What follows belongs to an exercise in optimizing a design on an open flow for a short achievable clock period and few clock cycles; a production flow would make more cautious choices.
The RTL was checked by simulation tests, not by an equivalence proof against the original design.
Power figures rest on the tool's default switching activity, not on a simulated workload.

Setup of north:
==> flow/design.v (excerpt) <==
module xca (
  input  wire        clk,
  input  wire        rst,           
  output wire        ready,
  input  wire        csr_we,
  input  wire [3:0]  csr_addr,
  input  wire [15:0] csr_wdata,
  output reg         fb_re,
  output reg  [11:0] fb_addr,
  input  wire [7:0]  fb_rdata,
  output reg         rt_we,
  output reg  [6:0]  rt_idx,
  output reg  [58:0] rt_wdata,
  output wire [2:0]  status,
  output reg  [3:0]  err,
  output reg  [15:0] infoa,
  output reg  [15:0] infob,
  output reg  [11:0] len,
  output reg  [7:0]  acc,
  output reg  [11:0] plen,
  output reg  [1:0]  ttype,
  output wire [15:0] comp,
  output reg  [11:0] cmdlen,
  output reg  [6:0]  count
);
Size: about 6700 flip-flops, ~220 I/O pins, about 280000 um^2 of cells after synthesis.
make LEC_CHECK=0 ABC_CLOCK_PERIOD_IN_PS=2300 CAP_MARGIN=20 CORE_MARGIN=2 CORE_UTILIZATION=60 CTS_CLUSTER_DIAMETER=80 CTS_CLUSTER_SIZE=30 SETUP_SLACK_MARGIN=4.2 SLEW_MARGIN=20 finish   # period 6.5 ns
run.sh (not shown) runs the stock make flow with config.mk's settings and CLKGATE_MAP_FILE= SYNTH_SCRIPT=/design/flow/synth_recipe.tcl, a recipe that flattens the netlist after the stock synthesis.
Testbench counts of north, summed over its fixed seeds: cycles 200,509.
Relative to north, the following input files were edited for south:
--- a/flow/design.v
+++ b/flow/design.v
@@ -209,24 +209,28 @@
     qc  <= pc0 + {3'd0, pc1} + {6'd0, pc2};
     qs  <= ps0 + {3'd0, ps1} + {6'd0, ps2};
     qva <= pv0 + {4'd0, pv1};
     qvb <= {1'b0, pv2} + {4'd0, pv3};
     qe  <= pe0 + {3'd0, pe1};
   end
   wire [58:0] entry = {qs, rers, rops, qe, res, qva + {6'd0, qvb}, rvs, qc};
   localparam integer SD = 99;
   reg  [SD*59-1:0] stk;
   reg         pop_en;
   reg         shift_dn;     
   reg         wr_last;      
+  reg         wr_last2;     
+  reg         rq_we;
+  reg  [6:0]  rq_idx;
+  reg  [58:0] rq_wdata;
   reg  [6:0]  pop_idx;
   wire        fc_early = stx_bad | etx_bad;
   wire        fc_fail  = fc_early | ~(th_ok & tl_ok) | ~geq;
   wire        pop_go   = pop_en | (fin & m_dec & dz_pop & ~fc_fail);
   wire [6:0]  pop_cur  = pop_en ? pop_idx : nm1;
   always @(posedge clk) begin
     if (cv3)
       stk <= {stk[(SD-1)*59-1:0], entry};
     else if (shift_dn)
       stk <= {59'd0, stk[SD*59-1:59]};
   end
   reg  [6:0]  nval, nm1;
@@ -302,25 +306,24 @@
           dz_err <= E_TYPE; dz_a <= {t1, t2}; dz_b <= {4'd0, p_r};
         end
       endcase
     end
   end
   always @(posedge clk) begin
     v1    <= fb_re & ~stx_abort;
     last1 <= is_last;
     etx1  <= m_frame & (ap1 == lm2);
     trh1  <= m_frame & (ap1 == lm1);
     a1    <= fb_addr;
     fin   <= 1'b0;
-    rt_we <= 1'b0;
     fb_addr <= ready_r ? ((w_op == 4'h2) ? w_arg : 12'd0) : ap1;
     if (fb_re) begin
       ap1     <= inc12(ap1);
       if (is_last | stx_abort) fb_re <= 1'b0;
     end
     if (v2) begin
       pos <= {pos[34:6], pos[35] | pos[5], pos[4:0], 1'b0};
       if (m_frame) begin
         if (!etx_seen) csum <= csum ^ d2;
         if (pos[0]) begin stx_b <= d2; stx_bad <= (d2 != 8'h02); end
         if (pos[1]) t1 <= d2;
         if (pos[2]) t2 <= d2;
@@ -373,34 +376,38 @@
         err      <= dz_err;
         infoa    <= dz_a;
         infob    <= dz_b;
         htype    <= dz_ht;
         ttype    <= dz_tt;
         comp_p   <= dz_cp;
         comp_val <= dz_cv;
         cmdlen   <= dz_cl;
         count    <= dz_cnt;
         if (!dz_pop) ready_r <= 1'b1;
       end
     end
-    rt_idx   <= pop_cur;
-    rt_wdata <= shift_dn ? stk[117:59] : stk[58:0];
+    rq_idx   <= pop_cur;
+    rq_wdata <= shift_dn ? stk[117:59] : stk[58:0];
+    rq_we    <= pop_go;
+    rt_idx   <= rq_idx;
+    rt_wdata <= rq_wdata;
+    rt_we    <= rq_we;
     shift_dn <= pop_go;
     wr_last  <= pop_go & (pop_cur == 7'd0);
+    wr_last2 <= wr_last;
     if (pop_go) begin
-      rt_we    <= 1'b1;
       pop_idx  <= pop_cur - 7'd1;
       pop_en   <= (pop_cur != 7'd0);
     end
-    if (wr_last) ready_r <= 1'b1;
+    if (wr_last2) ready_r <= 1'b1;
     if (slow) begin
       slow    <= 1'b0;
       ready_r <= 1'b1;
       gotv    <= 1'b0;
       htype   <= 2'd0;
       infob   <= 16'd0;
       if (((wq[15:12] == 4'h4) | (wq[15:12] == 4'h5)) & ~|wq[11:0]) begin
         err   <= E_SHORT;
         infoa <= {4'd0, leni};
         plen  <= 12'd0;
         if (wq[12]) begin
           ttype <= 2'd0; comp_p <= 1'b0; comp_val <= 10'd0; cmdlen <= 12'd0; count <= 7'd0;
@@ -436,24 +443,26 @@
       if (c_stall) ready_r <= 1'b0;
       if (c_sweep) fb_re <= 1'b1;
       if (c_stall & ~c_sweep) slow <= 1'b1;
     end
     if (rst) begin
       ready_r  <= 1'b1;
       fb_re    <= 1'b0;
       v1       <= 1'b0;
       fin      <= 1'b0;
       slow     <= 1'b0;
       pop_en   <= 1'b0;
       wr_last  <= 1'b0;
+      wr_last2 <= 1'b0;
+      rq_we    <= 1'b0;
       rt_we    <= 1'b0;
       gotv     <= 1'b0;
       htype    <= 2'd0;
       err      <= 4'd0;
       infoa    <= 16'd0;
       infob    <= 16'd0;
       len      <= 12'd0;
       len_n    <= 12'hFFF;
       acc      <= 8'd0;
       plen     <= 12'd0;
       ttype    <= 2'd0;
       comp_p   <= 1'b0;
### Flow results
The core of south is more densely filled than that of north.
Between south and north, the final-layout worst hold slack does not differ in any meaningful way.
Diff north -> south | area growth from synthesis to final layout | increase of 0.31 points
In terms of delay of the slowest cell on the worst path, north and south differ only marginally.
Flops: south more than north
As of south, instance count of the mapped netlist had risen slightly compared to north.
south can be clocked faster than north.
Slack of the worst reg-to-reg path essentially unchanged between south and north.
Any difference in layout cell share with drive strength beyond 1 between south and north is small enough to ignore.
Per the comparison of south with north, effective utilization at floorplan now larger, net switching power now larger, non-clock buffer count now larger, area fraction of clock buffers and clock inverters comparable, first-pass GRT wire length now larger.
Testbench counts of south, summed over its fixed seeds: cycles 200,732.

port drivers added, routing unchanged:
How much do the figures lean on ideal ports? The routed layouts below were timed once more, with nothing changed but the port constraints. Step 1 assumes that a clkbuf_16 drives the clock port and a buf_2 every other input. Step 2 adds t to the input delays and takes it off the output delays; t is the mean of the earliest and latest rising clock arrival at the registers after step 1. Input paths then give back, and output paths get back, about the clock's delay inside the block. a / b / c = ideal ports / drivers / drivers and shift; a / b = the first two.
run | t (ns) | setup slack, ns | worst register clock-pin slew, ns | worst data-port slew with drivers (ns) | pins driven straight from the clock port
north | 1.065 | 3.685 / 3.577 / 3.196 | 0.12 / 0.12 | 0.10 | 1
south | 1.054 | 3.701 / 3.587 / 3.184 | 0.12 / 0.12 | 0.08 | 1
After both steps setup and hold are still met in every run listed. For south, which loses most, drivers alone change the setup slack by -0.114 ns; drivers and shift together by -0.517 ns.
